What follows belongs to an exercise in optimizing a design on an open flow for small area; a production flow would make more cautious choices.
Where RTL was checked, it was by simulation tests only, not by an equivalence proof against the original.
Function not checked in runs 4 and 5: the RTL went through the layout flow alone.
No activity file was given, so power comes from the tool's default toggle rates.

## flow/standard.sh

```bash
#!/bin/bash
# synth_recipe.tcl (not shown) runs the flow's synth.tcl, then flattens the netlist and writes it again
# the make line also repeats each setting of config.mk as NAME=value (left out here)
make -C /OpenROAD-flow-scripts/flow DESIGN_CONFIG=/design/flow/config.mk WORK_HOME=/design/flow/orfs CLKGATE_MAP_FILE= SYNTH_SCRIPT=/design/flow/synth_recipe.tcl "${@:-finish}"
```

## flow/design.v

```verilog
module iccm_link (
    input  wire         clk,
    input  wire         rst,           
    input  wire         rx,
    output wire         tx,
    input  wire         cmd_valid,
    input  wire [7:0]   cmd,
    output wire         cmd_ready,
    input  wire         msg_we,
    input  wire [7:0]   msg_byte,
    output reg          resp_valid,
    output wire         resp_avail,
    output wire [4:0]   resp_len,
    output wire [159:0] resp_data,
    output wire [15:0]  status,
    output wire [4:0]   cursor,
    output reg  [6:0]   events
);
    localparam integer N = 20;             
    localparam integer M = 16;             
    localparam [7:0] C_INIT  = 8'h01;
    localparam [7:0] C_SEND  = 8'h02;
    localparam [7:0] C_AVAIL = 8'h03;
    localparam [7:0] C_READ  = 8'h04;
    localparam [7:0] C_CLEAR = 8'h05;
    localparam [7:0] C_DIS   = 8'h06;
    localparam [7:0] C_EN    = 8'h07;
    reg        dis;                        
    reg        ss;                         
    reg        data_avail;
    reg        pclr;                       
    reg        ovf;
    reg        edge_pend;
    reg        init_done;
    reg  [4:0] cur;
    reg  [7:0] rbuf [0:N-1];
    reg        rx_prev;
    reg        rx_active;
    reg        tx_active;
    reg  [5:0] tmr;                        
    reg  [3:0] bcnt;                       
    reg        cb0;                        
    reg        cm;                         
    reg        tx_stx;                     
    reg        invalid_input;
    reg        faulted;
    reg  [7:0] msg [0:M-1];                
    reg  [4:0] msg_cnt;                    
    reg        msg_rsv;
    wire [1:0] link = {dis | tx_active, dis | ss};
    wire edge_ie  = init_done;
    wire ep1      = edge_pend | (edge_ie & ~rx_prev & rx);
    wire activate = ~faulted & ~rx_active & ep1 & init_done;
    wire ev_bail  = activate & (tx_active | dis);
    wire rx_start = activate & ~(tx_active | dis);
    localparam [5:0] T_RX = 6'd50;
    localparam [5:0] T_TX = 6'd32;
    wire tmr_fb   = tmr[5] ^ tmr[4] ^ (tmr[4:0] == 5'd0);
    wire tick_end = tmr == (tx_active ? T_TX : T_RX);
    wire rx_ev    = rx_active & tick_end;
    wire samp     = rx_ev & (bcnt != 4'd0) & (bcnt != 4'd9);
    wire rx_done  = rx_ev & (bcnt == 4'd9);
    wire n_rx_active = rx_start | (rx_active & ~rx_done);
    wire is_stx = rx_done & ~cb0 & cm;
    wire is_etx = rx_done &  cb0 & cm;
    wire is_oth = rx_done & ~cm;
    wire full   = cur[4] & cur[2];         
    wire ev_msg_ready = is_etx & ss & ~full;
    wire ev_etx_lost  = is_etx & ss &  full;
    wire ev_overflow  = is_oth & ss &  full;
    wire ev_drop      = (is_etx | is_oth) & ~ss;
    wire push         = (is_etx | is_oth) & ss & ~full;
    wire [4:0] cur_up  = {&cur[3:0], &cur[2:0], &cur[1:0], cur[0], 1'b1};
    wire [4:0] p4_cur  = is_stx ? 5'd0 : cur ^ ({5{push}} & cur_up);
    wire       p4_da   = ~is_stx & (data_avail | ev_msg_ready);
    wire       p4_ovf  = ~is_stx & (ovf | ev_overflow);
    wire       p4_ss   = is_stx | (ss & ~is_etx);
    wire       p4_ep   = ~faulted & ep1 & ~activate & ~rx_done |
                         faulted & edge_pend;
    assign cmd_ready = ~tx_active & ~n_rx_active;
    wire do_cmd   = cmd_valid & cmd_ready;
    wire illegal  = (cmd == 8'h00) || (cmd > C_EN);
    wire send_cmd = do_cmd & (cmd == C_SEND);
    wire ok       = do_cmd & ~faulted & ~illegal & (init_done | cmd == C_INIT);
    wire bad      = do_cmd & ~faulted & (illegal | (~init_done & cmd != C_INIT));
    wire c_init  = ok & (cmd == C_INIT);
    wire c_send  = ok & (cmd == C_SEND);
    wire c_read  = ok & (cmd == C_READ);
    wire c_avail = ok & (cmd == C_AVAIL);
    wire c_clr   = ok & ((cmd == C_CLEAR) | (cmd == C_INIT)) | pclr;
    wire c_dis   = ok & (cmd == C_DIS);
    wire c_en    = ok & ((cmd == C_EN) | (cmd == C_INIT));
    wire ev_tx_rej = c_send & p4_ss;
    wire admit     = c_send & ~p4_ss;
    wire tx_ev     = tx_active & tick_end;
    wire frame_end = tx_ev & (bcnt == 4'd9);
    wire msg_left  = msg_cnt != 5'd0;
    wire data_end  = frame_end & ~tx_stx & msg_left;
    wire tx_done   = frame_end & ~tx_stx & ~msg_left;
    wire pad       = tx_active & tx_stx & (bcnt == 4'd0) & (tmr[5:4] == 2'b00) &
                     ~msg_cnt[4] & (tmr[3:0] >= msg_cnt[3:0]);
    wire [7:0] tx_byte = tx_stx ? 8'h02 : (msg_left ? msg[M-1] : 8'h03);
    wire [9:0] tx_raw  = {1'b0, tx_byte, 1'b1};
    assign tx = tx_active & tx_raw[bcnt];
    wire stage     = msg_we & ~tx_active & ~send_cmd;
    wire stage_in  = stage & ~msg_cnt[4];
    wire msg_shift = stage_in | pad | data_end;
    always @(posedge clk) begin
        if (rst) begin
            edge_pend     <= 1'b0;
            init_done     <= 1'b0;
            rx_active     <= 1'b0;
            tx_active     <= 1'b0;
            invalid_input <= 1'b0;
            faulted       <= 1'b0;
            msg_rsv       <= 1'b0;
            resp_valid    <= 1'b0;
            events        <= 7'd0;
        end else begin
            edge_pend     <= p4_ep & ~c_init;
            init_done     <= init_done | c_init;
            rx_active     <= n_rx_active;
            tx_active     <= admit | (tx_active & ~tx_done);
            invalid_input <= invalid_input | (admit & msg_rsv);
            faulted       <= faulted | bad;
            resp_valid    <= c_read | c_avail;
            events        <= {tx_done, ev_tx_rej, ev_bail, ev_drop,
                              ev_overflow, ev_etx_lost, ev_msg_ready};
            if (send_cmd)
                msg_rsv <= 1'b0;
            else if (stage && (msg_byte == 8'h02 || msg_byte == 8'h03))
                msg_rsv <= 1'b1;
        end
    end
    wire [4:0] cnt_up = {&msg_cnt[3:0], &msg_cnt[2:0], &msg_cnt[1:0],
                         msg_cnt[0], 1'b1};
    wire [4:0] cnt_dn = {~|msg_cnt[3:0], ~|msg_cnt[2:0], ~|msg_cnt[1:0],
                         ~msg_cnt[0], 1'b1};
    wire [4:0] cnt_tg = ({5{stage_in}} & cnt_up) | ({5{data_end}} & cnt_dn);
    always @(posedge clk) begin
        if (rst || (send_cmd && !admit))
            msg_cnt <= 5'd0;
        else
            msg_cnt <= msg_cnt ^ cnt_tg;
    end
    integer i;
    always @(posedge clk) begin
        rx_prev    <= rx;
        cur        <= c_clr ? 5'd0 : p4_cur;
        data_avail <= ~c_clr & p4_da;
        ovf        <= ~c_clr & p4_ovf;
        ss         <= p4_ss & ~c_dis & ~c_init;
        dis        <= (dis | c_dis) & ~c_en;
        pclr       <= c_read;
        if (rx_start | admit)
            tmr <= 6'd0;
        else
            tmr <= {tmr[4:0], tmr_fb};
        if (rx_start | admit)
            bcnt <= 4'd0;
        else if (tick_end)
            bcnt <= (bcnt == 4'd9) ? 4'd0 : bcnt + 4'd1;
        if (admit)
            tx_stx <= 1'b1;
        else if (frame_end)
            tx_stx <= 1'b0;
        if (samp) begin
            if (bcnt == 4'd1) cb0 <= rx;
            if (bcnt == 4'd2) cm <= rx;
            else if (bcnt != 4'd1) cm <= cm & ~rx;
        end
        for (i = 0; i < N; i = i + 1)
            if (samp && cur == i) rbuf[i] <= {rx, rbuf[i][7:1]};
        if (msg_shift) begin
            msg[0] <= msg_byte;
            for (i = 1; i < M; i = i + 1)
                msg[i] <= msg[i-1];
        end
    end
    genvar g;
    generate
        for (g = 0; g < N; g = g + 1) begin : g_resp
            assign resp_data[8*g +: 8] = rbuf[g];
        end
    endgenerate
    assign resp_avail = data_avail;
    assign resp_len   = cur - {4'd0, data_avail};
    assign status = {4'b0000, faulted, invalid_input, tx_active, rx_active,
                     init_done, edge_ie, edge_pend, ovf & ~pclr,
                     data_avail & ~pclr, ss, link};
    assign cursor = cur & {5{~pclr}};
endmodule
```

## flow/constraint.sdc

```tcl
create_clock -name core_clock -period 10.0 [get_ports {clk}]
set_input_delay 2.0000 -clock core_clock [delete_from_list [all_inputs] [get_ports {clk}]]
set_output_delay 2.0000 -clock core_clock [all_outputs]
set_load 0.01 [all_outputs]
```

## flow/flow/run.sh

```bash
#!/bin/bash
# Standard layout with the smallest port buffers and a lighter clock tree.
set -o pipefail
export BUFFER_PORTS_ARGS="-buffer_cell sky130_fd_sc_hd__buf_1"
export CTS_ARGS="-sink_clustering_enable -repair_clock_nets -dont_use_dummy_load -buf_list sky130_fd_sc_hd__clkbuf_8 -root_buf sky130_fd_sc_hd__clkbuf_8 -tree_buf sky130_fd_sc_hd__clkbuf_4 -sink_clustering_size 20 -sink_clustering_max_diameter 50"
export SKIP_REPAIR_TIE_FANOUT=1
bash standard.sh > standard.log 2>&1
```

## flow/config.mk

```make
export PLATFORM = sky130hd
export DESIGN_NAME = iccm_link
export DESIGN_NICKNAME = iccm_link
export VERILOG_FILES = /design/flow/design.v
export SDC_FILE = /design/flow/constraint.sdc
export NUM_CORES = 4
export LEC_CHECK = 0
export CAP_MARGIN = 20
export CORE_MARGIN = 2
export CORE_UTILIZATION = 75
export SLEW_MARGIN = 20
```

==> flow_summary_export.csv, run 1 <==
group,metric,value,unit
setup_path,arrival,3.36,ns
synth,syn_inst,615,
drt,dr.pass1.iters,5,
clock_network,clk_path_buf_depth,3,
drt,ant_nets,0,
pwr,p_leak,4.04,nW
pwr,swShare,0.198,
setup_path,critPathMostFrequentCell,"buf_1",
synth,ys_top_cells_by_count,"290 x edfxtp_1, 50 x nor2_1, 42 x dfxtp_1",
setup_path,critical_path.cell_chain,"buf_1, buf_4, nor2b_1, o211a_1, a21oi_1, and2_1, buf_1",
pwr,clkPwrFrac,0.256,
synth,ys_seq_elements,332,
clock_network,clkTransAtPathRegs,0.08,ns
synth,synth_area_leaders,"edfxtp_1 77%, dfxtp_1 7.5%, nor2_1 1.7%",
cells_and_area,layout-drive-gt1-share,0.0541,
synth,synth_area,0.0112,sq mm
synth,synth_cell_types,54,
global_routing,antenna_found_initial,1,
die,initial_core_util,0.770,
synth,yosys_warnings,3,
timing,fmax,187,MHz
global_routing,grt_max_degree,105,
clock_network,cts_sinks,332,
clock_network,cts_resized,0,
setup_path,reg2reg_setup_slack,6.41,ns
clock_network,insertion_delay,0.56,ns
setup_path,cp-end-kind,"primary output",
clock_network,holdBufCountCts,0,
min_path,hold_path_class,"reg2reg",
run,max_cap_viol_count,0,
clock_network,clock-root-buffer,"clkbuf_8",
clock_network,numCtsBuffers,23,
global_routing,grt_pass1_wl,31500,microns
synth,synth_most_common_cell,"edfxtp_1",
timing,period_share,0.536,
pwr,irDropWorstVdd,0.000155,V
synth,ys.flop_type,"edfxtp_1",
cells_and_area,area_growth,11.3,%
drt,drt_iter0_drc,407,
cells_and_area,utilization,0.858,
drt,via_count,6063,
die,dieHeight,126,microns
placement,dp_hpwl,15200,microns
pwr,intPower,1.78,mW
timing,tns,0,ns
global_routing,grt_pass1_vias,5790,
setup_path,critPathMaxFanout,25,
die,io_pins,218,
clock_network,postCtsSetupRepairBufs,0,
drt,wl_per_cell,20.6,microns
global_routing,grt-ovfl-total,0,
drt,viasPerCell,5.97,
pwr,switchingPower,0.441,mW
drt,drc,0,
timing,setup_viol,0,
die,dieArea,0.0160,sq mm
synth,synth-edff-count,290,
placement,io_buffers,213,
die,core_area,0.0146,sq mm
synth,async_flop_share,0,
setup_path,critPathLaunchType,"primary input",
pwr,p_seq_frac,0.705,
clock_network,h-tree-depth,1,
placement,globalplace.congestion,0.890,
timing,rsz0062_at_grt,"false",
die,dieWidth,126,microns
pwr,power.density,178,mW/mm^2
clock_network,cts_tree,"built",
setup_path,worstPathRequired,8.00,ns
pwr,combPwrFrac,0.039,
timing,skew,0.0637,ns
synth,synthesis.area_per_instance,18.3,sq um
timing,finalMaxSlewViolations,0,
timing,slew_headroom,0.301,
cells_and_area,fin_nets,863,
global_routing,grt_usage,0.257,
synth,yosys.area.top_type,"edfxtp_1",
setup_path,path_buf_inv,3,
setup_path,critPathTopFamily,"compound AO/OA/AOI/OAI gates",
cells_and_area,diodes,0,
setup_path,slowest_delay,0.29,ns
setup_path,crit_type,"in2out",
synth,synth.top_cell.area_share,0.775,
setup_path,crit_slowest_cell,"a21oi_1",
timing,worst_slew_pin_slew,1.04,ns
run_status,status,"complete, no violations",
timing,hold_viol,0,
synth,yosysSeqAreaShare,0.850,
die,placementRows,44,
drt,wl,21000,microns
timing,fin_crit,5.36,ns
## kinds of logic (layout without fill, tap and decap cells)
group / Yosys count / count (layout) / share of synthesized area
AOI/OAI and AO/OA: 56 / 56 / 0.0325
xor gates and xnor gates: 12 / 12 / 0.00935
adders and majority gates: 8 / 8 / 0.00891
buffers and inverters: 44 / 261 / 0.0189
DFF: 332 / 332 / 0.850
muxes: 4 / 4 / 0.00590
other: 1 / 1 / 0.000334
and+or+nand+nor: 158 / 158 / 0.0746
## worst reg2reg max path: stages, from the launching register on
cell and delay [ns]:
dfxtp_1 0.53, or3b_1 0.48, a21oi_1 0.52, nand2_1 0.18, nor3_1 0.38, nand3_1 0.26
nor3_1 0.85
## per-stage QoR
step	worst slack, ns	std cells	instance area, sq um	total power, mW	hold WS, ns
6_report	4.64	1016	12500	2.22	0.409
5_1_grt	4.55	1016	12500	2.28	0.411
4_1_cts	4.64	1015	12500	2.23	0.410
3_5_place_dp	4.65	992	12200	1.68	0.405
3_3_place_gp	4.69	992	12200	1.67	0.402
2_1_floorplan	2.56	615	11200	1.65	0.400
## layout by cell type (no fill, tap or decap), types with 3 or more instances in the layout
| cell | count |
|---|---|
| edfxtp_1 | 290 |
| buf_1 | 213 |
| nor2_1 | 50 |
| dfxtp_1 | 42 |
| clkbuf_8 | 23 |
| inv_1 | 20 |
| nand2_1 | 19 |
| nor3_1 | 19 |
| a21oi_1 | 17 |
| nand3_1 | 12 |
| o21ai_0 | 11 |
| nor2b_1 | 11 |
| xnor2_1 | 9 |
| a31oi_1 | 9 |
| ha_1 | 8 |
| nand2b_1 | 6 |
| or3_1 | 5 |
| and2_1 | 5 |
| or4_1 | 4 |
| xor2_1 | 3 |
| nor3b_1 | 3 |
| o21a_1 | 3 |
| nor3_2 | 3 |
| or2_2 | 3 |
| a211oi_1 | 3 |
| buf_4 | 3 |
## sequential cells by signal, indices dropped and copies added, names as in the netlist, 4 cells and up
register,cells
cur,5
msg_cnt,5
msg,128
bcnt,4
events,7
rbuf,160
tmr,6
## per-layer routing
| layer | global-route usage | up-vias | part of all wire | wire [microns] |
|---|---|---|---|---|
| met2 | 0.439 | 300 | 0.51 | 10700 |
| met4 | 0.0776 | 0 | 0.032 | 679 |
| met3 | 0.0451 | 47 | 0.078 | 1630 |
| met5 | 0 | - | 0 | 0 |
| li1 | - | 2721 | - | - |
| met1 | 0.348 | 2995 | 0.38 | 7990 |
## final timing paths
path                      to       start  cells past startpoint
setup reg to reg  rbuf[3][4]   tx_active                      6
setup / recovery   cmd_ready          rx                      7
hold / removal    msg[12][7]  msg[11][7]                      0
hold reg to reg   msg[12][7]  msg[11][7]                      0
## power by group through the flow
stage | Clock [mW] | Combinational [mW] | Sequential [mW]
CTS | 0.578 | 0.0866 | 1.57
global route | 0.617 | 0.0955 | 1.57
floorplan | 0 | 0.0638 | 1.59
detailed placement | 0 | 0.0862 | 1.60
finish | 0.570 | 0.0867 | 1.57
global placement | 0 | 0.0781 | 1.59
## area by class of cell
class                           instances  area, sq um
Sequential cell                       332         9550
Fill cell                             635         2070
Multi-Input combinational cell        239         1510
Timing Repair Buffer                  218          838
Clock buffer                           23          317
Tap cell                              184          230
Inverter                               20         75.1
==> run 2, diff against run 1 <==
==> flow/flow/run.sh (replaced) <==
#!/bin/bash
# Standard layout with the smallest port buffers and a lighter clock tree.
set -o pipefail
export BUFFER_PORTS_ARGS="-buffer_cell sky130_fd_sc_hd__buf_1"
export CTS_ARGS="-sink_clustering_enable -repair_clock_nets -dont_use_dummy_load -buf_list sky130_fd_sc_hd__clkbuf_8 -root_buf sky130_fd_sc_hd__clkbuf_8 -tree_buf sky130_fd_sc_hd__clkbuf_4 -sink_clustering_size 20 -sink_clustering_max_diameter 50"
bash standard.sh > standard.log 2>&1
--- a/flow/config.mk
+++ b/flow/config.mk
@@ -5,6 +5,7 @@
 export SDC_FILE = /design/flow/constraint.sdc
 export NUM_CORES = 4
 export LEC_CHECK = 0
+export ABC_AREA = 1
 export CAP_MARGIN = 20
 export CORE_MARGIN = 2
 export CORE_UTILIZATION = 75
==> run 2 against run 1 <==
  * Largest cell class unchanged
  * Total power is 3.0% lower
  * Critical endpoint unchanged
  * Critical path type unchanged
  * Worst setup slack better by 0.14 ns
  * Critical path depth increased by 1
  * Clock skew shrank 0.0025 ns
  * Clock power grew 2%
  * Cell area rose by 1.0%
  * Hold slack worse by 0.014 ns
  * Register-to-register slack gained 0.73 ns
  * Combinational power decreased by 62%
  * Final cell count is 6.2% higher
  * Global-route usage up 0.73 points
==> flow_summary_export.csv, run 2 <==
group,metric,value,unit
run_status,status,"complete, no violations",
cells_and_area,largestRegisters,"rbuf: 160 flops, msg: 128 flops, events: 7 flops",
die,core_area,0.0146,sq mm
setup_path,slowest_delay,0.28,ns
placement,dp_hpwl,15800,microns
setup_path,critPathMaxFanout,25,
clock_network,clkTransAtPathRegs,0.11,ns
timing,fmax,191,MHz
pwr,p_leak,4.35,nW
synth,ys.flop_type,"edfxtp_1",
cells_and_area,fin_nets,926,
drt,wl,21700,microns
global_routing,grt-ovfl-total,0,
synth,yosysSeqAreaShare,0.844,
synth,syn_inst,666,
placement,pre_cts_ws,4.80,ns
timing,tns,0,ns
drt,drc,0,
setup_path,cp-end-kind,"primary output",
global_routing,grt_pass1_vias,6158,
drt,wl_per_cell,20.1,microns
synth,synth_most_common_cell,"edfxtp_1",
run,max_cap_viol_count,0,
min_path,hold_path_class,"reg2reg",
setup_path,arrival,3.22,ns
setup_path,critical_path.cell_chain,"buf_1, buf_4, nand3_1, nand2_1, nand4_1, nand3_2, inv_1, buf_1",
timing,rsz0062_at_grt,"false",
cells_and_area,diodes,0,
clock_network,holdBufCountCts,0,
setup_path,crit_slowest_cell,"buf_4",
synth,synth.top_cell.area_share,0.769,
synth,synth-edff-count,290,
clock_network,h-tree-depth,1,
clock_network,clock-root-buffer,"clkbuf_8",
drt,ant_nets,0,
setup_path,path_buf_inv,4,
cells_and_area,layout-drive-gt1-share,0.0816,
timing,worst_slew_pin_slew,0.939,ns
synth,synth_area_leaders,"edfxtp_1 77%, dfxtp_1 7.4%, nand2_1 2.0%",
timing,fin_crit,5.22,ns
cells_and_area,top_register,"rbuf",
pwr,power.density,170,mW/mm^2
die,dieArea,0.0161,sq mm
die,io_pins,218,
drt,viasPerCell,5.89,
synth,synth_area,0.0113,sq mm
clock_network,numCtsBuffers,24,
drt,dr.pass1.iters,5,
clock_network,insertion_delay,0.55,ns
setup_path,critPathMostFrequentCell,"buf_1",
cells_and_area,area_growth,11.7,%
clock_network,cts_tree,"built",
timing,hold_viol,0,
setup_path,critPathLaunchType,"primary input",
cells_and_area,layout_commonest_cell,"edfxtp_1",
die,initial_core_util,0.773,
cells_and_area,n_fill_cell,667,
setup_path,worstPathRequired,8.00,ns
synth,ys_top_cells_by_count,"290 x edfxtp_1, 60 x nand2_1, 60 x nor2_1",
synth,async_flop_share,0,
pwr,irDropWorstVdd,0.000155,V
setup_path,crit_type,"in2out",
global_routing,grt_max_degree,81,
die,dieHeight,127,microns
clock_network,cts_sinks,332,
synth,synth_cell_types,40,
timing,setup_viol,0,
die,placementRows,44,
die,dieWidth,127,microns
synth,ys_seq_elements,332,
clock_network,postCtsSetupRepairBufs,0,
synth,synthesis.area_per_instance,17.0,sq um
drt,drt_iter0_drc,496,
timing,period_share,0.522,
global_routing,grt_usage,0.264,
timing,finalMaxSlewViolations,0,
placement,io_buffers,213,
timing,setup_ws,4.78,ns
timing,timing.hold.ws,0.395,ns
cells_and_area,largest_reg_flops,160,
cells_and_area,final_cell_mix,"290 x edfxtp_1, 213 x buf_1, 60 x nor2_1, 60 x nand2_1, 56 x inv_1",
clock_network,cts_resized,0,
clock_network,clk_path_buf_depth,3,
global_routing,antenna_found_initial,0,
placement,globalplace.congestion,0.947,
timing,skew,0.0612,ns
global_routing,grt_pass1_wl,32700,microns
setup_path,critPathTopFamily,"simple AND/OR/NAND/NOR gates",
synth,yosys_warnings,3,
timing,slew_headroom,0.374,
synth,yosys.area.top_type,"edfxtp_1",
drt,via_count,6360,
[run 2: changes by cell type after synthesis, moves of 6 or more]
cell      delta
nand2_1     +41
inv_1       +36
nand4_1     +14
nor2b_1     -11
nor2_1      +10
a31oi_1      -9
clkbuf_1     -8
nor3_1       -8
xnor2_1      -8
nand2_2      +6
nand2b_1     -6
nor2_2       +6
[run 2: per-stage QoR]
stage	utilization	area, sq um	power (mW)	cells
2_1_floorplan	-	11300	1.59	669
3_3_place_gp	0.840	12300	1.60	1055
3_5_place_dp	0.840	12300	1.60	1055
4_1_cts	0.862	12600	2.16	1079
5_1_grt	0.863	12600	2.21	1079
6_report	0.863	12600	2.15	1079
[run 2: cell families (layout without fill, tap and decap cells)]
kind of cell,Yosys count,after routing,share of synthesized area
other,1,4,0.000331
XOR/XNOR,5,5,0.00387
adder cells (fa/ha/maj),8,8,0.00884
AO/OA/AOI/OAI,41,41,0.0216
AND/OR/NAND/NOR,204,204,0.0931
flip-flops,332,332,0.844
buffers and inverters,75,301,0.0288
[run 2: path summary, 6_finish.rpt]
path	startpoint	end	slack [ns]	cells after the start
setup / recovery	rx	cmd_ready	4.78	8
hold / removal	msg[7][3]	msg[8][3]	0.40	0
setup reg to reg	init_done	msg[4][3]	7.14	11
hold reg to reg	msg[7][3]	msg[8][3]	0.40	0
[run 2: final cells by class]
type / count / area (sq um) / share of cell area
flip-flops and latches: 332 / 9550 / 0.755
multi-input cells: 262 / 1480 / 0.117
repair buffers: 216 / 822 / 0.0650
clock buffers: 24 / 330 / 0.0261
well taps: 184 / 230 / 0.0182
inverters: 61 / 229 / 0.0181
[run 2: report_power, final]
part	total (mW)	switching [mW]	internal (mW)
Sequential	1.54	0.0106	1.53
Clock	0.581	0.366	0.216
Combinational	0.0331	0.0254	0.00778
Total	2.15	0.402	1.75
[run 2: worst register-to-register path, cell delays in order, from the launching register on]
cell and delay [ns]:
dfxtp_1 0.43, inv_1 0.10, nor2_1 0.17, nand4_1 0.30, nand3_2 0.21, nor2_2 0.07
nand2_2 0.08, nand3_1 0.09, nand2_1 0.10, inv_2 0.06, o21ai_4 0.06, buf_4 0.74
[run 2: metal layers]
| layer | GRT usage | vias to the layer above | part of all wire |
|---|---|---|---|
| li1 | - | 2827 | - |
| met1 | 0.344 | 3087 | 0.37 |
| met2 | 0.466 | 386 | 0.52 |
| met3 | 0.0456 | 60 | 0.082 |
| met4 | 0.0789 | 0 | 0.030 |
| met5 | 0 | - | 0 |
==> run 3, diff against run 2 <==
--- a/flow/config.mk
+++ b/flow/config.mk
@@ -5,7 +5,6 @@
 export SDC_FILE = /design/flow/constraint.sdc
 export NUM_CORES = 4
 export LEC_CHECK = 0
-export ABC_AREA = 1
 export CAP_MARGIN = 20
 export CORE_MARGIN = 2
 export CORE_UTILIZATION = 75
==> run 3 against run 2 <==
  * Die area fell by 0.68%
  * Largest power group unchanged
  * Highest routed layer unchanged
  * Critical endpoint unchanged
  * Final cell count fell by 5.8%
  * Register-to-register slack got worse by 0.82 ns
  * Total power rose by 2.3%
==> flow_summary_export.csv, run 3 <==
group,metric,value,unit
run_status,status,"complete, no violations",
drt,via_count,6114,
timing,worst_slew_pin_slew,1.09,ns
cells_and_area,finalNonFillerCells,1016,
synth,ys_seq_elements,332,
drt,drc,0,
clock_network,numCtsBuffers,21,
synth,ys.flop_type,"edfxtp_1",
clock_network,cts_resized,0,
placement,dp_hpwl,15200,microns
clock_network,holdBufCountCts,0,
die,core_area,0.0146,sq mm
drt,dr.pass1.iters,7,
cells_and_area,largestRegisters,"rbuf: 160 flops, msg: 128 flops, events: 7 flops",
timing,skew,0.0415,ns
die,dieHeight,126,microns
cells_and_area,area_growth,11.4,%
die,dieArea,0.0160,sq mm
timing,finalMaxSlewViolations,0,
setup_path,arrival,3.36,ns
setup_path,crit_type,"in2out",
timing,rsz0062_at_grt,"false",
pwr,swShare,0.199,
synth,synth_area,0.0112,sq mm
setup_path,cp_num_cells,7,
timing,period_share,0.536,
clock_network,cts_tree,"built",
timing,timing.hold.ws,0.414,ns
timing,slew_headroom,0.265,
drt,ant_nets,0,
setup_path,critPathMostFrequentCell,"buf_1",
timing,tns,0,ns
setup_path,cp-end-kind,"primary output",
pwr,p_leak,4.04,nW
clock_network,cts_sinks,332,
die,dieWidth,126,microns
global_routing,grt-ovfl-total,0,
cells_and_area,final_cell_mix,"290 x edfxtp_1, 213 x buf_1, 50 x nor2_1",
drt,wl_per_cell,21.5,microns
cells_and_area,top_register,"rbuf",
placement,place_inst,994,
min_path,holdPathStages,0,
pwr,power.density,176,mW/mm^2
synth,synthesis.area_per_instance,18.3,sq um
cells_and_area,multi_input_area,0.00153,sq mm
placement,dpl_cell_area,0.0122,sq mm
min_path,hold_path_class,"reg2reg",
pwr,clkPwrFrac,0.250,
cells_and_area,final_area,0.0125,sq mm
clock_network,h-tree-depth,1,
global_routing,grt_pass1_vias,5824,
synth,synth.top_cell.area_share,0.775,
clock_network,clock-root-buffer,"clkbuf_8",
placement,globalplace.congestion,0.852,
setup_path,critPathMaxFanout,25,
pwr,irDropWorstVdd,0.000201,V
cells_and_area,layout_commonest_cell,"edfxtp_1",
pwr,combPwrFrac,0.039,
cells_and_area,n_fill_cell,625,
cells_and_area,fin_nets,863,
placement,io_buffers,213,
cells_and_area,largest_reg_flops,160,
synth,synth_most_common_cell,"edfxtp_1",
synth,async_flop_share,0,
pwr,p_seq_frac,0.711,
clock_network,insertion_delay,0.54,ns
timing,hold_viol,0,
cells_and_area,diodes,0,
synth,synth_cell_types,54,
synth,yosysSeqAreaShare,0.850,
synth,synth_area_leaders,"edfxtp_1 77%, dfxtp_1 7.5%, nor2_1 1.7%",
pwr,switchingPower,0.438,mW
drt,wl,21800,microns
die,placementRows,44,
synth,syn_inst,615,
run,max_cap_viol_count,0,
cells_and_area,layout-drive-gt1-share,0.0529,
setup_path,worstPathRequired,8.00,ns
synth,ys_top_cells_by_count,"290 x edfxtp_1, 50 x nor2_1, 42 x dfxtp_1",
cells_and_area,seq_area,0.00955,sq mm
global_routing,grt_usage,0.267,
drt,drt_iter0_drc,624,
synth,yosys.area.top_type,"edfxtp_1",
timing,fmax,187,MHz
setup_path,critical_path.cell_chain,"buf_1, buf_4, nor2b_1, o211a_1, a21oi_1, and2_1, buf_1",
drt,viasPerCell,6.02,
setup_path,slowest_delay,0.29,ns
global_routing,antenna_found_initial,0,
cells_and_area,utilization,0.858,
setup_path,critPathLaunchType,"primary input",
setup_path,path_buf_inv,3,
die,initial_core_util,0.770,
pwr,intPower,1.77,mW
setup_path,r2r_cells,6,
die,io_pins,218,
timing,setup_viol,0,
setup_path,critPathTopFamily,"compound AO/OA/AOI/OAI gates",
clock_network,postCtsSetupRepairBufs,0,
clock_network,clkTransAtPathRegs,0.11,ns
global_routing,grt_max_degree,88,
setup_path,crit_slowest_cell,"a21oi_1",
timing,fin_crit,5.36,ns
global_routing,grt_pass1_wl,32500,microns
synth,yosys_warnings,3,
synth,synth-edff-count,290,
clock_network,clk_path_buf_depth,3,
-- run 3: cell count changes after synthesis, sizes merged, moves of 8 or more --
cell | previous run | this run
nand2 | 70 | 20
inv | 61 | 20
nor2 | 71 | 50
nand4 | 16 | 0
nor2b | 0 | 11
a31oi | 0 | 9
nand3 | 21 | 12
clkbuf | 2 | 10
xnor2 | 1 | 9
-- run 3: worst paths after layout --
path	start	to	slack, ns
max	rx	cmd_ready	4.64
min	msg[4][3]	msg[5][3]	0.41
max reg2reg	bcnt[0]	msg[1][5]	6.32
min reg2reg	msg[4][3]	msg[5][3]	0.41
-- run 3: cell families (layout without fill, tap and decap cells) --
kind of cell             count (synthesis)  in the layout  share of synthesized area
AO/OA/AOI/OAI                           56             56                     0.0325
XOR/XNOR                                12             12                    0.00935
adder cells (fa/ha/maj)                  8              8                    0.00891
buffers and inverters                   44            258                     0.0189
flip-flops                             332            332                      0.850
multiplexers                             4              4                    0.00590
other                                    1              4                   0.000334
AND/OR/NAND/NOR                        158            158                     0.0746
-- run 3: final cells by class --
cell class                      count  area share
Sequential cell                   332       0.763
Multi-Input combinational cell    242       0.122
Timing Repair Buffer              217      0.0677
Clock buffer                       21      0.0231
Tap cell                          184      0.0184
Inverter                           20     0.00600
-- run 3: per-stage QoR --
stage,total power [mW],worst slack (ns)
CTS,2.21,4.65
floorplan,1.65,2.56
detailed placement,1.68,4.67
global route,2.27,4.53
global placement,1.67,4.69
finish,2.20,4.64
-- run 3: power groups by stage --
| stage | Clock, mW | Combinational (mW) | Sequential (mW) |
|---|---|---|---|
| after floorplan | 0 | 0.0638 | 1.59 |
| after global placement | 0 | 0.0793 | 1.59 |
| after detailed placement | 0 | 0.0865 | 1.60 |
| after CTS | 0.559 | 0.0869 | 1.57 |
| after global routing | 0.601 | 0.0985 | 1.57 |
| final | 0.551 | 0.0869 | 1.57 |
-- run 3: metal layers --
layer,wire length (microns),GRT usage,vias up,part of all wire
li1,-,-,2711,-
met2,11200,0.459,348,0.51
met5,0,0,-,0
met3,1830,0.0447,49,0.084
met1,8160,0.364,3006,0.37
met4,632,0.0750,0,0.029
==> run 4, diff against run 3 <==
--- a/flow/design.v
+++ b/flow/design.v
@@ -138,7 +138,7 @@
                          ~msg_cnt[0], 1'b1};
     wire [4:0] cnt_tg = ({5{stage_in}} & cnt_up) | ({5{data_end}} & cnt_dn);
     always @(posedge clk) begin
-        if (rst || (send_cmd && !admit))
+        if (rst || (send_cmd && p4_ss))
             msg_cnt <= 5'd0;
         else
             msg_cnt <= msg_cnt ^ cnt_tg;
==> run 4 against run 3 <==
  * Largest power group unchanged
  * Critical path depth down 2
  * Area after synthesis up 0.86%
  * Still clean
  * Clock skew up 0.045 ns
  * Flip-flop and latch count unchanged
  * Combinational power up 47%
  * Die area up 0.82%
  * Final cell count up 0.89%
  * Critical endpoint unchanged
  * Count of clock-buffer cells in the layout up 2
  * Critical path type unchanged
  * Cell area up 0.85%
  * Hold slack worse by 0.035 ns
  * First-iteration DRC count down 23%
  * Sequential share of layout area down 0.64 points
==> flow_summary_export.csv, run 4 <==
group,metric,value,unit
cells_and_area,area_growth,11.3,%
cells_and_area,largestRegisters,"rbuf: 160 flops, msg: 128 flops, events: 7 flops",
timing,fin_crit,5.16,ns
timing,worst_slew_pin_slew,0.928,ns
run_status,status,"complete, no violations",
cells_and_area,largest_reg_flops,160,
setup_path,critPathMaxFanout,6,
timing,skew,0.0860,ns
pwr,p_leak,4.11,nW
synth,syn_inst,624,
timing,tns,0,ns
drt,wl_per_cell,21.2,microns
synth,synth_compound_area_frac,0.0352,
timing,period_share,0.516,
cells_and_area,finalNonFillerCells,1025,
clock_network,clk_path_buf_depth,3,
setup_path,worstPathRequired,8.00,ns
clock_network,cts_sinks,332,
global_routing,grt_usage,0.265,
synth,synth_area_leaders,"edfxtp_1 77%, dfxtp_1 7.4%, nor2_1 1.4%",
cells_and_area,layout_commonest_cell,"edfxtp_1",
clock_network,insertion_delay,0.56,ns
run,max_cap_viol_count,0,
cells_and_area,final_cell_mix,"290 x edfxtp_1, 213 x buf_1, 42 x nor2_1, 42 x dfxtp_1, 29 x nand2_1",
placement,dpl_cell_area,0.0123,sq mm
drt,drc,0,
synth,yosys.area_share.simple,0.0802,
setup_path,crit_type,"in2out",
drt,dr.pass1.iters,7,
synth,synthAdderAreaFrac,0.00883,
timing,hold_viol,0,
die,placementRows,44,
die,dieArea,0.0161,sq mm
cells_and_area,diodes,0,
synth,yosysSeqAreaShare,0.842,
cells_and_area,n_fill_cell,660,
global_routing,grt_max_degree,79,
drt,ant_nets,0,
clock_network,cts_tree,"built",
synth,ys_top_cells_by_count,"290 x edfxtp_1, 42 x dfxtp_1, 42 x nor2_1",
pwr,power.density,182,mW/mm^2
synth,synth_top_family_by_area,"simple AND/OR/NAND/NOR gates",
die,core_area,0.0146,sq mm
global_routing,grt_pass1_vias,6093,
clock_network,h-tree-depth,1,
clock_network,clkTransAtPathRegs,0.11,ns
timing,fmax,194,MHz
drt,viasPerCell,6.05,
global_routing,grt-ovfl-total,0,
timing,timing.hold.ws,0.379,ns
cells_and_area,fin_nets,872,
placement,place_inst,1002,
setup_path,cp-end-kind,"primary output",
placement,globalplace.congestion,0.867,
drt,via_count,6199,
min_path,hold_path_class,"reg2reg",
setup_path,arrival,3.16,ns
setup_path,critPathLaunchType,"primary input",
synth,async_flop_share,0,
global_routing,grt_pass1_wl,32600,microns
timing,rsz0062_at_grt,"false",
cells_and_area,top_register,"rbuf",
synth,synthesis.area_per_instance,18.2,sq um
synth,synth-edff-count,290,
synth,ys.flop_type,"edfxtp_1",
cells_and_area,final_area,0.0126,sq mm
synth,synthXorXnorAreaFrac,0.0100,
drt,wl,21700,microns
synth,synth_mux_area_frac,0.00419,
timing,setup_viol,0,
pwr,irDropWorstVdd,0.000223,V
clock_network,numCtsBuffers,23,
placement,io_buffers,213,
timing,finalMaxSlewViolations,0,
synth,synth_cell_types,60,
clock_network,postCtsSetupRepairBufs,0,
clock_network,clock-root-buffer,"clkbuf_8",
cells_and_area,layout-drive-gt1-share,0.0654,
synth,ys_seq_elements,332,
clock_network,holdBufCountCts,0,
die,io_pins,218,
clock_network,cts_resized,0,
synth,synth_most_common_cell,"edfxtp_1",
die,dieHeight,127,microns
synth,yosys_warnings,3,
placement,dp_hpwl,15300,microns
timing,slew_headroom,0.382,
synth,synth_area,0.0113,sq mm
synth,yosys.area.top_type,"edfxtp_1",
global_routing,antenna_found_initial,0,
die,initial_core_util,0.774,
drt,drt_iter0_drc,479,
synth,synth.top_cell.area_share,0.768,
die,dieWidth,127,microns
[run 4: cell count changes in the layout (fill, tap and decap cells not counted), moves of 4 or more]
cell and change:
a21oi_1 -5, a31oi_1 -6, and3_1 +4, nand2_1 +10
nand3_1 +4, nor2_1 -8, nor2_2 +6, nor4b_1 +4
or3_1 -4, or4_1 -4
[run 4: area by class of cell]
cell class / instances / area [sq um] / area share
Inverter: 19 / 71.3 / 0.00565
Tap cell: 184 / 230 / 0.0182
Clock buffer: 23 / 317 / 0.0251
Sequential cell: 332 / 9550 / 0.756
Timing Repair Buffer: 216 / 822 / 0.0651
Multi-Input combinational cell: 251 / 1630 / 0.129
[run 4: kinds of logic after synthesis]
logic type / after synthesis
simple gates: 172
flops: 332
compound gates: 51
xor+xnor: 13
other cells: 1
buf+inv: 44
mux: 3
fa+ha+maj: 8
[run 4: layer usage]
metal	vias to the layer above	track usage	routed length, microns
li1	2746	-	-
met1	3049	0.357	8310
met2	354	0.454	10900
met3	50	0.0485	1860
met4	0	0.0808	699
met5	-	0	0
[run 4: final timing paths]
path,to,start,cells past startpoint,slack [ns]
max,cmd_ready,rx,5,4.84
min,msg[15][6],msg[14][6],0,0.38
max reg2reg,msg[5][6],tx_active,6,6.18
min reg2reg,msg[15][6],msg[14][6],0,0.38
[run 4: power breakdown]
| part | internal, mW | switching (mW) | leakage [nW] |
|---|---|---|---|
| sequential | 1.55 | 0.0491 | 3.05 |
| combinational | 0.0524 | 0.0754 | 0.892 |
| clock | 0.207 | 0.361 | 0.165 |
| total | 1.81 | 0.486 | 4.11 |
[run 4: worst max-delay path, stage by stage]
cell,delay [ns]
buf_1,0.12
nor2b_1,0.18
o211a_1,0.34
a211oi_2,0.33
buf_1,0.20
[run 4: metrics by stage]
stage	setup slack [ns]	utilization	power, mW
2_1_floorplan	5.05	-	1.71
3_3_place_gp	4.92	0.838	1.74
3_5_place_dp	4.84	0.838	1.76
4_1_cts	4.86	0.859	2.31
5_1_grt	4.79	0.862	2.37
6_report	4.84	0.862	2.30
==> run 5, diff against run 4 <==
--- a/flow/design.v
+++ b/flow/design.v
@@ -50,14 +50,14 @@
     wire [1:0] link = {dis | tx_active, dis | ss};
     wire edge_ie  = init_done;
     wire ep1      = edge_pend | (edge_ie & ~rx_prev & rx);
-    wire activate = ~faulted & ~rx_active & ep1 & init_done;
+    wire activate = ~rst & ~faulted & ~rx_active & ep1 & init_done;
     wire ev_bail  = activate & (tx_active | dis);
     wire rx_start = activate & ~(tx_active | dis);
     localparam [5:0] T_RX = 6'd50;
     localparam [5:0] T_TX = 6'd32;
     wire tmr_fb   = tmr[5] ^ tmr[4] ^ (tmr[4:0] == 5'd0);
     wire tick_end = tmr == (tx_active ? T_TX : T_RX);
-    wire rx_ev    = rx_active & tick_end;
+    wire rx_ev    = ~rst & rx_active & tick_end;
     wire samp     = rx_ev & (bcnt != 4'd0) & (bcnt != 4'd9);
     wire rx_done  = rx_ev & (bcnt == 4'd9);
     wire n_rx_active = rx_start | (rx_active & ~rx_done);
@@ -90,9 +90,9 @@
     wire c_clr   = ok & ((cmd == C_CLEAR) | (cmd == C_INIT)) | pclr;
     wire c_dis   = ok & (cmd == C_DIS);
     wire c_en    = ok & ((cmd == C_EN) | (cmd == C_INIT));
-    wire ev_tx_rej = c_send & p4_ss;
+    wire ev_tx_rej = ~rst & c_send & p4_ss;
     wire admit     = c_send & ~p4_ss;
-    wire tx_ev     = tx_active & tick_end;
+    wire tx_ev     = ~rst & tx_active & tick_end;
     wire frame_end = tx_ev & (bcnt == 4'd9);
     wire msg_left  = msg_cnt != 5'd0;
     wire data_end  = frame_end & ~tx_stx & msg_left;
@@ -115,7 +115,6 @@
             faulted       <= 1'b0;
             msg_rsv       <= 1'b0;
             resp_valid    <= 1'b0;
-            events        <= 7'd0;
         end else begin
             edge_pend     <= p4_ep & ~c_init;
             init_done     <= init_done | c_init;
@@ -124,8 +123,6 @@
             invalid_input <= invalid_input | (admit & msg_rsv);
             faulted       <= faulted | bad;
             resp_valid    <= c_read | c_avail;
-            events        <= {tx_done, ev_tx_rej, ev_bail, ev_drop,
-                              ev_overflow, ev_etx_lost, ev_msg_ready};
             if (send_cmd)
                 msg_rsv <= 1'b0;
             else if (stage && (msg_byte == 8'h02 || msg_byte == 8'h03))
@@ -138,13 +135,15 @@
                          ~msg_cnt[0], 1'b1};
     wire [4:0] cnt_tg = ({5{stage_in}} & cnt_up) | ({5{data_end}} & cnt_dn);
     always @(posedge clk) begin
-        if (rst || (send_cmd && p4_ss))
+        if (rst || (send_cmd && !admit))
             msg_cnt <= 5'd0;
         else
             msg_cnt <= msg_cnt ^ cnt_tg;
     end
     integer i;
     always @(posedge clk) begin
+        events     <= {tx_done, ev_tx_rej, ev_bail, ev_drop,
+                       ev_overflow, ev_etx_lost, ev_msg_ready};
         rx_prev    <= rx;
         cur        <= c_clr ? 5'd0 : p4_cur;
         data_avail <= ~c_clr & p4_da;
==> run 5 against run 4 <==
  * Still clean on timing, DRC and antenna
  * Global-route usage decreased by 0.69 points
  * Routed wire length fell by 4.0%
  * Worst setup slack worse by 0.65 ns
  * Critical path depth increased by 2
  * Clock power down 3%
  * Synthesized cell count fell by 1.8%
  * Total power decreased by 3.0%
  * Register-to-register slack worse by 0.05 ns
  * Critical path type unchanged
  * Critical endpoint unchanged
==> flow_summary_export.csv, run 5 <==
group,metric,value,unit
synth,synth_area_leaders,"edfxtp_1 77%, dfxtp_1 7.5%, nor2_1 1.4%",
synth,synth-edff-count,290,
timing,fmax,172,MHz
clock_network,h-tree-depth,1,
global_routing,grt-ovfl-total,0,
clock_network,numCtsBuffers,22,
cells_and_area,area_growth,11.1,%
global_routing,grt_max_degree,75,
pwr,power.density,178,mW/mm^2
cells_and_area,multi_input_area,0.00155,sq mm
placement,dp_hpwl,15400,microns
timing,rsz0062_at_grt,"false",
timing,tns,0,ns
drt,wl_per_cell,20.6,microns
setup_path,critPathLaunchType,"primary input",
synth,synth_mux_area_frac,0.00300,
pwr,p_leak,4.09,nW
drt,ant_nets,0,
drt,via_count,5976,
synth,yosys.area_share.simple,0.0795,
setup_path,critPathMostFrequentCell,"buf_1",
cells_and_area,largestRegisters,"rbuf: 160 flops, msg: 128 flops, events: 7 flops",
setup_path,critPathMaxFanout,19,
cells_and_area,layout-drive-gt1-share,0.0568,
synth,synth_area,0.0113,sq mm
synth,synth_top_family_by_area,"simple AND/OR/NAND/NOR gates",
cells_and_area,diodes,0,
clock_network,clock-root-buffer,"clkbuf_8",
global_routing,grt_use_met3,0.0439,
timing,worst_slew_pin_slew,0.995,ns
synth,yosys.area.top_type,"edfxtp_1",
setup_path,cp-end-kind,"primary output",
global_routing,use_met2,0.440,
run,max_cap_viol_count,0,
placement,place_inst,990,
die,placementRows,44,
setup_path,arrival,3.82,ns
cells_and_area,utilization,0.858,
synth,yosysSeqAreaShare,0.847,
timing,finalMaxSlewViolations,0,
clock_network,clkTransAtPathRegs,0.11,ns
synth,synthAdderAreaFrac,0.00888,
synth,synth_compound_area_frac,0.0308,
cells_and_area,seq_area,0.00955,sq mm
die,dieWidth,127,microns
placement,pre_cts_ws,4.23,ns
die,io_pins,218,
timing,hold_viol,0,
drt,dr.pass1.iters,5,
clock_network,clk_path_buf_depth,3,
run_status,status,"complete, no violations",
clock_network,holdBufCountCts,0,
setup_path,worst_r2r_endpoint,"msg[4][1]",
timing,setup_viol,0,
drt,wl,20900,microns
timing,slew_headroom,0.331,
clock_network,cts_resized,0,
synth,synth.top_cell.area_share,0.773,
min_path,hold_path_class,"reg2reg",
pwr,total_power,2.23,mW
setup_path,worstPathRequired,8.00,ns
setup_path,worstReg2RegStart,"bcnt[0]",
setup_path,reg2reg_setup_slack,6.13,ns
placement,globalplace.congestion,0.901,
setup_path,critical_path.cell_chain,"buf_1, nor4b_1, o21ai_0, or2_2, nand2_1, nor2_1, buf_1",
synth,ys.flop_type,"edfxtp_1",
placement,io_buffers,213,
synth,async_flop_share,0,
setup_path,crit_slowest_cell,"nor4b_1",
cells_and_area,finalNonFillerCells,1012,
setup_path,r2r_cells,7,
timing,setup_ws,4.18,ns
synth,synth_most_common_cell,"edfxtp_1",
drt,drc,0,
synth,ys_seq_elements,332,
clock_network,cts_tree,"built",
die,dieHeight,127,microns
cells_and_area,final_area,0.0125,sq mm
timing,skew,0.0386,ns
global_routing,antenna_found_initial,0,
global_routing,grt_usage,0.258,
synth,synthXorXnorAreaFrac,0.0101,
setup_path,critPathLaunch,"rst",
setup_path,slowest_delay,0.55,ns
setup_path,crit_type,"in2out",
cells_and_area,layout_commonest_cell,"edfxtp_1",
clock_network,insertion_delay,0.53,ns
pwr,irDropWorstVdd,0.000142,V
drt,viasPerCell,5.91,
drt,drt_iter0_drc,491,
cells_and_area,largest_reg_flops,160,
setup_path,endpoint,"cmd_ready",
die,dieArea,0.0160,sq mm
timing,fin_crit,5.82,ns
timing,timing.hold.ws,0.392,ns
cells_and_area,fin_nets,859,
cells_and_area,top_register,"rbuf",
global_routing,grt_pass1_wl,31700,microns
synth,ys_top_cells_by_count,"290 x edfxtp_1, 42 x dfxtp_1, 41 x nor2_1",
clock_network,postCtsSetupRepairBufs,0,
cells_and_area,final_cell_mix,"290 x edfxtp_1, 213 x buf_1, 42 x dfxtp_1",
die,initial_core_util,0.772,
synth,synthesis.area_per_instance,18.4,sq um
synth,yosys_warnings,3,
cells_and_area,n_fill_cell,660,
global_routing,grt_pass1_vias,5825,
synth,synth_cell_types,59,
timing,period_share,0.582,
die,core_area,0.0146,sq mm
global_routing,grtUsageMet1,0.355,
global_routing,grt_busiest_layer,"met2",
synth,syn_inst,613,
clock_network,cts_sinks,332,
placement,dpl_cell_area,0.0122,sq mm
==> run 5: cell types whose count changed after synthesis, moves of 4 or more <==
cell,change
a31oi_1,+4
and2_1,-4
and3_1,+9
nand2_1,-7
nand3_1,-9
nor2_2,-6
nor2b_1,+4
o21ai_0,-4
or2_2,+4
==> run 5: cells by family (layout without fill, tap and decap cells) <==
kind of cell / Yosys count / in the layout
DFF: 332 / 332
AOI/OAI and AO/OA: 48 / 48
buffers and inverters: 44 / 256
other: 1 / 4
xor gates and xnor gates: 13 / 13
and+or+nand+nor: 165 / 165
adders and majority gates: 8 / 8
muxes: 2 / 2
==> run 5: critical path: cells and delay by family <==
kind            cells  cell delay, ns
compound gates      1            0.21
buf+inv             2            0.48
simple gates        4            1.13
==> run 5: layer usage <==
layer,wire length (microns),vias up
met3,1440,47
met5,0,-
li1,-,2712
met1,8260,2952
met4,498,0
met2,10700,265
==> run 5: final cells by class <==
type                    instances  share of cell area
clock buffers                  22              0.0242
inverters                      18             0.00540
multi-input cells             240               0.124
flip-flops and latches        332               0.763
well taps                     184              0.0184
repair buffers                216              0.0656
==> run 5: how the worst min path moves through the flow <==
stage,slack (ns),startpoint,cells past startpoint,endpoint
after global placement,0.40,msg[7][5],0,msg[8][5]
after detailed placement,0.40,msg[5][6],0,msg[6][6]
after floorplan,0.40,msg[9][0],0,msg[10][0]
after CTS,0.39,msg[11][1],0,msg[12][1]
after global routing,0.40,msg[11][1],0,msg[12][1]
final,0.39,msg[11][1],0,msg[12][1]
==> run 5: where the power goes <==
group	switching, mW	internal [mW]	total [mW]
Sequential	0.0346	1.54	1.58
Combinational	0.0544	0.0422	0.0967
Clock	0.354	0.199	0.553
==> run 6, diff against run 5 <==
--- a/flow/design.v
+++ b/flow/design.v
@@ -38,7 +38,7 @@
     reg        rx_active;
     reg        tx_active;
     reg  [5:0] tmr;                        
-    reg  [3:0] bcnt;                       
+    reg  [4:0] bcnt;                       
     reg        cb0;                        
     reg        cm;                         
     reg        tx_stx;                     
@@ -50,16 +50,27 @@
     wire [1:0] link = {dis | tx_active, dis | ss};
     wire edge_ie  = init_done;
     wire ep1      = edge_pend | (edge_ie & ~rx_prev & rx);
-    wire activate = ~rst & ~faulted & ~rx_active & ep1 & init_done;
+    wire activate = ~faulted & ~rx_active & ep1 & init_done;
     wire ev_bail  = activate & (tx_active | dis);
     wire rx_start = activate & ~(tx_active | dis);
     localparam [5:0] T_RX = 6'd50;
     localparam [5:0] T_TX = 6'd32;
     wire tmr_fb   = tmr[5] ^ tmr[4] ^ (tmr[4:0] == 5'd0);
     wire tick_end = tmr == (tx_active ? T_TX : T_RX);
-    wire rx_ev    = ~rst & rx_active & tick_end;
-    wire samp     = rx_ev & (bcnt != 4'd0) & (bcnt != 4'd9);
-    wire rx_done  = rx_ev & (bcnt == 4'd9);
+    wire rx_ev    = rx_active & tick_end;
+    wire [9:0] bs;
+    assign bs[0] = ~bcnt[4] & ~bcnt[0];
+    assign bs[1] =  bcnt[0] & ~bcnt[1];
+    assign bs[2] =  bcnt[1] & ~bcnt[2];
+    assign bs[3] =  bcnt[2] & ~bcnt[3];
+    assign bs[4] =  bcnt[3] & ~bcnt[4];
+    assign bs[5] =  bcnt[4] &  bcnt[0];
+    assign bs[6] =  bcnt[1] & ~bcnt[0];
+    assign bs[7] =  bcnt[2] & ~bcnt[1];
+    assign bs[8] =  bcnt[3] & ~bcnt[2];
+    assign bs[9] =  bcnt[4] & ~bcnt[3];
+    wire samp     = rx_ev & ~bs[0] & ~bs[9];
+    wire rx_done  = rx_ev & bs[9];
     wire n_rx_active = rx_start | (rx_active & ~rx_done);
     wire is_stx = rx_done & ~cb0 & cm;
     wire is_etx = rx_done &  cb0 & cm;
@@ -90,18 +101,18 @@
     wire c_clr   = ok & ((cmd == C_CLEAR) | (cmd == C_INIT)) | pclr;
     wire c_dis   = ok & (cmd == C_DIS);
     wire c_en    = ok & ((cmd == C_EN) | (cmd == C_INIT));
-    wire ev_tx_rej = ~rst & c_send & p4_ss;
+    wire ev_tx_rej = c_send & p4_ss;
     wire admit     = c_send & ~p4_ss;
-    wire tx_ev     = ~rst & tx_active & tick_end;
-    wire frame_end = tx_ev & (bcnt == 4'd9);
+    wire tx_ev     = tx_active & tick_end;
+    wire frame_end = tx_ev & bs[9];
     wire msg_left  = msg_cnt != 5'd0;
     wire data_end  = frame_end & ~tx_stx & msg_left;
     wire tx_done   = frame_end & ~tx_stx & ~msg_left;
-    wire pad       = tx_active & tx_stx & (bcnt == 4'd0) & (tmr[5:4] == 2'b00) &
+    wire pad       = tx_active & tx_stx & bs[0] & (tmr[5:4] == 2'b00) &
                      ~msg_cnt[4] & (tmr[3:0] >= msg_cnt[3:0]);
     wire [7:0] tx_byte = tx_stx ? 8'h02 : (msg_left ? msg[M-1] : 8'h03);
     wire [9:0] tx_raw  = {1'b0, tx_byte, 1'b1};
-    assign tx = tx_active & tx_raw[bcnt];
+    assign tx = tx_active & |(tx_raw & bs);
     wire stage     = msg_we & ~tx_active & ~send_cmd;
     wire stage_in  = stage & ~msg_cnt[4];
     wire msg_shift = stage_in | pad | data_end;
@@ -115,6 +126,7 @@
             faulted       <= 1'b0;
             msg_rsv       <= 1'b0;
             resp_valid    <= 1'b0;
+            events        <= 7'd0;
         end else begin
             edge_pend     <= p4_ep & ~c_init;
             init_done     <= init_done | c_init;
@@ -123,6 +135,8 @@
             invalid_input <= invalid_input | (admit & msg_rsv);
             faulted       <= faulted | bad;
             resp_valid    <= c_read | c_avail;
+            events        <= {tx_done, ev_tx_rej, ev_bail, ev_drop,
+                              ev_overflow, ev_etx_lost, ev_msg_ready};
             if (send_cmd)
                 msg_rsv <= 1'b0;
             else if (stage && (msg_byte == 8'h02 || msg_byte == 8'h03))
@@ -142,8 +156,6 @@
     end
     integer i;
     always @(posedge clk) begin
-        events     <= {tx_done, ev_tx_rej, ev_bail, ev_drop,
-                       ev_overflow, ev_etx_lost, ev_msg_ready};
         rx_prev    <= rx;
         cur        <= c_clr ? 5'd0 : p4_cur;
         data_avail <= ~c_clr & p4_da;
@@ -156,17 +168,17 @@
         else
             tmr <= {tmr[4:0], tmr_fb};
         if (rx_start | admit)
-            bcnt <= 4'd0;
+            bcnt <= 5'd0;
         else if (tick_end)
-            bcnt <= (bcnt == 4'd9) ? 4'd0 : bcnt + 4'd1;
+            bcnt <= {bcnt[3:0], ~bcnt[4]};
         if (admit)
             tx_stx <= 1'b1;
         else if (frame_end)
             tx_stx <= 1'b0;
         if (samp) begin
-            if (bcnt == 4'd1) cb0 <= rx;
-            if (bcnt == 4'd2) cm <= rx;
-            else if (bcnt != 4'd1) cm <= cm & ~rx;
+            if (bs[1]) cb0 <= rx;
+            if (bs[2]) cm <= rx;
+            else if (!bs[1]) cm <= cm & ~rx;
         end
         for (i = 0; i < N; i = i + 1)
             if (samp && cur == i) rbuf[i] <= {rx, rbuf[i][7:1]};
--- a/flow/config.mk
+++ b/flow/config.mk
@@ -5,6 +5,7 @@
 export SDC_FILE = /design/flow/constraint.sdc
 export NUM_CORES = 4
 export LEC_CHECK = 0
+export ABC_AREA = 1
 export CAP_MARGIN = 20
 export CORE_MARGIN = 2
 export CORE_UTILIZATION = 75
==> run 6 against run 5 <==
  * Still clean on timing, DRC and antenna
  * Non-clock buffer count did not move
  * Worst setup slack improved by 0.64 ns
  * First-iteration DRC count rose by 2.9%
  * Sequential power is essentially flat
  * Final cell count rose by 6.5%
  * Register-to-register slack better by 0.44 ns
  * Core utilization up 0.12 points
  * Sequential share of layout area increased by 0.053 points
  * Clock power rose by 3%
  * Total power is 2.5% higher
  * Synthesized cell count up 9.3%
  * Hold slack improved by 0.025 ns
  * Critical path type unchanged
  * Critical endpoint unchanged
==> flow_summary_export.csv, run 6 <==
group,metric,value,unit
run_status,status,"complete, no violations",
cells_and_area,final_area,0.0125,sq mm
drt,dr.pass1.iters,5,
global_routing,grt_pass1_vias,5980,
pwr,clkPwrFrac,0.249,
placement,globalplace.congestion,0.940,
die,dieArea,0.0160,sq mm
synth,yosys_warnings,3,
cells_and_area,largest_reg_flops,160,
setup_path,r2r_cells,12,
global_routing,grt_usage,0.254,
pwr,combPwrFrac,0.057,
drt,drc,0,
cells_and_area,top_register,"rbuf",
synth,yosys.area.top_type,"edfxtp_1",
synth,ys_seq_elements,333,
synth,yosys.area_share.simple,0.0832,
synth,synth_top_family_by_area,"simple AND/OR/NAND/NOR gates",
synth,synth_cell_types,42,
setup_path,endpoint,"cmd_ready",
cells_and_area,area_growth,11.3,%
synth,synth.top_cell.area_share,0.773,
clock_network,numCtsBuffers,23,
synth,synthXorXnorAreaFrac,0.00311,
synth,syn_inst,670,
timing,worst_slew_pin_slew,1.00,ns
pwr,irDropWorstVdd,0.000152,V
synth,synthAdderAreaFrac,0.00889,
die,initial_core_util,0.772,
clock_network,clock-root-buffer,"clkbuf_8",
clock_network,postCtsSetupRepairBufs,0,
cells_and_area,fin_nets,925,
min_path,worstHoldStart,"rbuf[11][6]",
cells_and_area,diodes,0,
timing,setup_viol,0,
timing,fmax,193,MHz
cells_and_area,layout-drive-gt1-share,0.0660,
setup_path,critPathLaunchType,"primary input",
synth,async_flop_share,0,
run,max_cap_viol_count,0,
cells_and_area,layout_commonest_cell,"edfxtp_1",
timing,finalMaxSlewViolations,0,
pwr,p_leak,4.39,nW
clock_network,cts_sinks,333,
pwr,switchingPower,0.474,mW
setup_path,worst_r2r_endpoint,"msg[4][7]",
pwr,p_seq_frac,0.695,
synth,synth_compound_area_frac,0.0219,
setup_path,arrival,3.18,ns
timing,hold_viol,0,
clock_network,h-tree-depth,1,
synth,synth_area_leaders,"edfxtp_1 77%, dfxtp_1 7.6%, nor2_1 2.4%",
drt,viasPerCell,5.76,
setup_path,crit_type,"in2out",
drt,wl_per_cell,19.6,microns
pwr,power.density,182,mW/mm^2
synth,yosysSeqAreaShare,0.850,
die,placementRows,44,
clock_network,clk_path_buf_depth,3,
cells_and_area,largestRegisters,"rbuf: 160 flops, msg: 128 flops, events: 7 flops",
drt,wl,21100,microns
global_routing,antenna_found_initial,0,
drt,ant_nets,0,
placement,place_inst,1055,
timing,rsz0062_at_grt,"false",
clock_network,cts_resized,0,
drt,via_count,6210,
die,io_pins,218,
setup_path,worstPathRequired,8.00,ns
die,dieHeight,127,microns
clock_network,clkTransAtPathRegs,0.11,ns
drt,drt_iter0_drc,505,
die,dieWidth,127,microns
placement,dpl_cell_area,0.0122,sq mm
die,core_area,0.0146,sq mm
synth,ys_top_cells_by_count,"290 x edfxtp_1, 73 x nor2_1, 65 x inv_1",
setup_path,critPathMaxFanout,25,
clock_network,insertion_delay,0.54,ns
pwr,intPower,1.81,mW
setup_path,reg2reg_setup_slack,6.57,ns
global_routing,grt-ovfl-total,0,
synth,synth_mux_area_frac,0,
setup_path,critPathLaunch,"rx",
timing,timing.hold.ws,0.418,ns
synth,synthesis.area_per_instance,16.8,sq um
timing,skew,0.0483,ns
synth,ys.flop_type,"edfxtp_1",
pwr,swShare,0.207,
synth,synth_area,0.0113,sq mm
setup_path,worstReg2RegStart,"tx_active",
synth,synth-edff-count,290,
placement,dp_hpwl,15400,microns
global_routing,grt_pass1_wl,31500,microns
cells_and_area,final_cell_mix,"290 x edfxtp_1, 213 x buf_1, 73 x nor2_1",
timing,fin_crit,5.18,ns
placement,io_buffers,213,
timing,slew_headroom,0.330,
cells_and_area,utilization,0.860,
timing,tns,0,ns
min_path,hold_path_class,"reg2reg",
clock_network,holdBufCountCts,0,
clock_network,cts_tree,"built",
timing,period_share,0.518,
cells_and_area,finalNonFillerCells,1078,
setup_path,cp-end-kind,"primary output",
synth,synth_most_common_cell,"edfxtp_1",
global_routing,grt_max_degree,89,
## run 6: stage by stage
step,worst slack [ns],power (mW)
after detailed placement,4.82,1.75
final,4.82,2.28
after global placement,4.95,1.73
after global routing,4.75,2.36
after CTS,4.86,2.29
after floorplan,3.95,1.71
## run 6: worst min-delay path by stage
stage          cells after the start  slack (ns)     endpoint
3_3_place_gp                       0        0.40    msg[2][4]
6_report                           0        0.42  rbuf[11][5]
2_1_floorplan                      0        0.40   msg[10][0]
4_1_cts                            0        0.42    msg[5][7]
5_1_grt                            0        0.41  rbuf[11][5]
3_5_place_dp                       0        0.40    msg[5][7]
## run 6: cell type report
type | count | area [sq um]
clock buffer | 23 | 317
tap | 184 | 230
timing repair buffer | 216 | 822
sequential | 333 | 9570
multi-input combinational | 255 | 1350
fill | 643 | 2050
inverter | 67 | 251
## run 6: logic make-up after synthesis
group	after synthesis
AOI/OAI and AO/OA	40
adders and majority gates	8
buffers and inverters	85
and+or+nand+nor	199
DFF	333
xor gates and xnor gates	4
other	1
## run 6: per-layer routing
metal | global-route usage | part of all wire
met5 | 0 | 0
met4 | 0.0698 | 0.023
met3 | 0.0325 | 0.082
met2 | 0.438 | 0.51
met1 | 0.352 | 0.39
## run 6: power by group through the flow
| stage | combinational (mW) | clock [mW] | sequential, mW |
|---|---|---|---|
| floorplan | 0.101 | 0 | 1.61 |
| global placement | 0.119 | 0 | 1.61 |
| detailed placement | 0.128 | 0 | 1.62 |
| CTS | 0.129 | 0.577 | 1.59 |
| finish | 0.130 | 0.568 | 1.59 |
| global route | 0.149 | 0.621 | 1.59 |
## run 6: worst max-delay path, stage by stage
cell and delay, ns:
buf_1 0.08, buf_4 0.27, nand2_1 0.10, nand2_1 0.11
nand4_1 0.21, nand3_1 0.20, inv_1 0.07, buf_1 0.13
==> run 7, diff against run 6 <==
--- a/flow/config.mk
+++ b/flow/config.mk
@@ -5,7 +5,6 @@
 export SDC_FILE = /design/flow/constraint.sdc
 export NUM_CORES = 4
 export LEC_CHECK = 0
-export ABC_AREA = 1
 export CAP_MARGIN = 20
 export CORE_MARGIN = 2
 export CORE_UTILIZATION = 75
==> run 7 against run 6 <==
  * Hold slack lost 0.024 ns
  * Clock skew down 0.00069 ns
  * Count of clock-buffer cells in the layout rose by 3
  * Final cell count is 4.4% lower
  * Core utilization fell by 1.3 points
  * Sequential power barely moved
  * First-iteration DRC count increased by 6.7%
  * Maximum frequency fell by 5.0%
  * Synthesized cell count down 6.7%
  * Worst setup slack got worse by 0.27 ns
  * Critical path type unchanged
  * Largest power group unchanged
  * Highest routed layer unchanged
==> flow_summary_export.csv, run 7 <==
group,metric,value,unit
die,placementRows,45,
timing,skew,0.0476,ns
synth,synth_area_leaders,"edfxtp_1 76%, dfxtp_1 7.5%, nor2_1 1.3%",
cells_and_area,layout_commonest_cell,"edfxtp_1",
die,dieHeight,127,microns
timing,fmax,184,MHz
timing,period_share,0.545,
synth,synth_cell_types,67,
global_routing,grt_pass1_wl,32500,microns
drt,ant_nets,0,
pwr,swShare,0.205,
setup_path,arrival,3.45,ns
drt,wl_per_cell,21.4,microns
pwr,power.density,181,mW/mm^2
die,initial_core_util,0.760,
synth,yosys.area.top_type,"edfxtp_1",
min_path,min_to,"msg[3][6]",
pwr,irDropWorstVdd,0.000147,V
setup_path,crit_type,"in2out",
synth,synth_top_family_by_area,"simple AND/OR/NAND/NOR gates",
placement,dp_hpwl,15500,microns
placement,pre_cts_ws,4.59,ns
synth,yosysSeqAreaShare,0.838,
drt,drt_iter0_drc,539,
clock_network,numCtsBuffers,26,
setup_path,worst_r2r_endpoint,"msg[3][4]",
timing,setup_viol,0,
cells_and_area,layout-drive-gt1-share,0.0605,
synth,synthXorXnorAreaFrac,0.00613,
synth,synth.top_cell.area_share,0.762,
timing,tns,0,ns
clock_network,cts_resized,0,
synth,ys_top_cells_by_count,"290 x edfxtp_1, 43 x dfxtp_1, 41 x nor2_1",
timing,worst_slew_pin_slew,1.05,ns
drt,via_count,6228,
timing,slew_headroom,0.293,
setup_path,critPathMaxFanout,24,
cells_and_area,top_register,"rbuf",
clock_network,clock-root-buffer,"clkbuf_8",
setup_path,critPathLaunchType,"primary input",
placement,globalplace.congestion,0.883,
min_path,hold_path_class,"reg2reg",
run,max_cap_viol_count,0,
drt,viasPerCell,6.04,
setup_path,worstPathRequired,8.00,ns
timing,fin_crit,5.45,ns
pwr,p_leak,4.14,nW
setup_path,critPathLaunch,"rx",
clock_network,h-tree-depth,1,
cells_and_area,area_growth,11.4,%
setup_path,worstReg2RegStart,"tx_active",
clock_network,clk_path_buf_depth,3,
die,io_pins,218,
placement,io_buffers,213,
die,dieWidth,127,microns
die,dieArea,0.0162,sq mm
run_status,status,"complete, no violations",
clock_network,insertion_delay,0.56,ns
pwr,intPower,1.83,mW
global_routing,grt-ovfl-total,0,
clock_network,cts_tree,"built",
setup_path,r2r_cells,7,
drt,drc,0,
timing,rsz0062_at_grt,"false",
global_routing,grt_pass1_vias,5995,
die,core_area,0.0150,sq mm
global_routing,antenna_found_initial,0,
clock_network,holdBufCountCts,0,
synth,synthAdderAreaFrac,0.00876,
synth,async_flop_share,0,
clock_network,postCtsSetupRepairBufs,0,
-- run 7: cell count changes in the layout (fill, tap and decap cells not counted), moves of 6 or more --
cell,delta
nand4_1,-8
nor2_2,-12
nand2b_1,+6
nand2_1,-42
inv_1,-40
nor2b_1,+14
nor2_1,-32
and2_1,+9
-- run 7: worst max path at each step --
stage                      endpoint  slack [ns]  depth (start not counted)
final                     cmd_ready        4.55                          7
after global routing      cmd_ready        4.49                          7
after CTS                 cmd_ready        4.57                          7
after detailed placement  cmd_ready        4.59                          7
after global placement    cmd_ready        4.67                          7
after floorplan           msg[0][0]        1.36                          7
-- run 7: metal layers --
metal | vias up | routed length [microns] | share of wire | GRT usage
met5 | - | 0 | 0 | 0
met4 | 0 | 731 | 0.033 | 0.108
met3 | 67 | 1820 | 0.082 | 0.0557
met2 | 322 | 11200 | 0.51 | 0.446
met1 | 3054 | 8350 | 0.38 | 0.338
li1 | 2785 | - | - | -
-- run 7: logic make-up (layout without fill, tap and decap cells) --
logic type                 Yosys count  count (layout)
muxes                                5               5
other                                1               4
AOI/OAI and AO/OA                   69              69
xor gates and xnor gates             8               8
adders and majority gates            8               8
and+or+nand+nor                    149             149
DFF                                333             333
buffers and inverters               52             267
-- run 7: critical path, stage by stage --
cell	delay, ns
buf_1	0.07
buf_4	0.26
nand2b_1	0.18
a211oi_2	0.43
a21oi_1	0.15
and2_1	0.23
buf_1	0.13
-- run 7: power by group through the flow --
stage / sequential [mW] / clock [mW] / combinational (mW)
3_3_place_gp: 1.62 / 0 / 0.0974
6_report: 1.59 / 0.604 / 0.107
5_1_grt: 1.60 / 0.659 / 0.119
4_1_cts: 1.59 / 0.618 / 0.106
2_1_floorplan: 1.61 / 0 / 0.0914
3_5_place_dp: 1.62 / 0 / 0.107
-- run 7: layout make-up --
class	instances	area (sq um)
Sequential cell	333	9570
Fill cell	730	2310
Timing Repair Buffer	216	822
Tap cell	188	235
Multi-Input combinational cell	243	1650
Clock buffer	26	358
Inverter	25	93.8
-- run 7: per-stage QoR --
step                      power (mW)  area (sq um)  hold slack (ns)  std cells
after global routing            2.38         12700            0.398       1031
after global placement          1.72         12300            0.403       1005
after CTS                       2.32         12700            0.397       1031
final                           2.30         12700            0.394       1031
after detailed placement        1.73         12300            0.405       1005
after floorplan                 1.70         11400            0.400        628

Setup slack of run 7, layout unchanged: 4.551 ns with ideal ports, 4.526 ns with driving cells assumed (clock clkbuf_16, inputs buf_2), 4.526 ns with port delays also shifted by the 0.573 ns mid clock arrival.
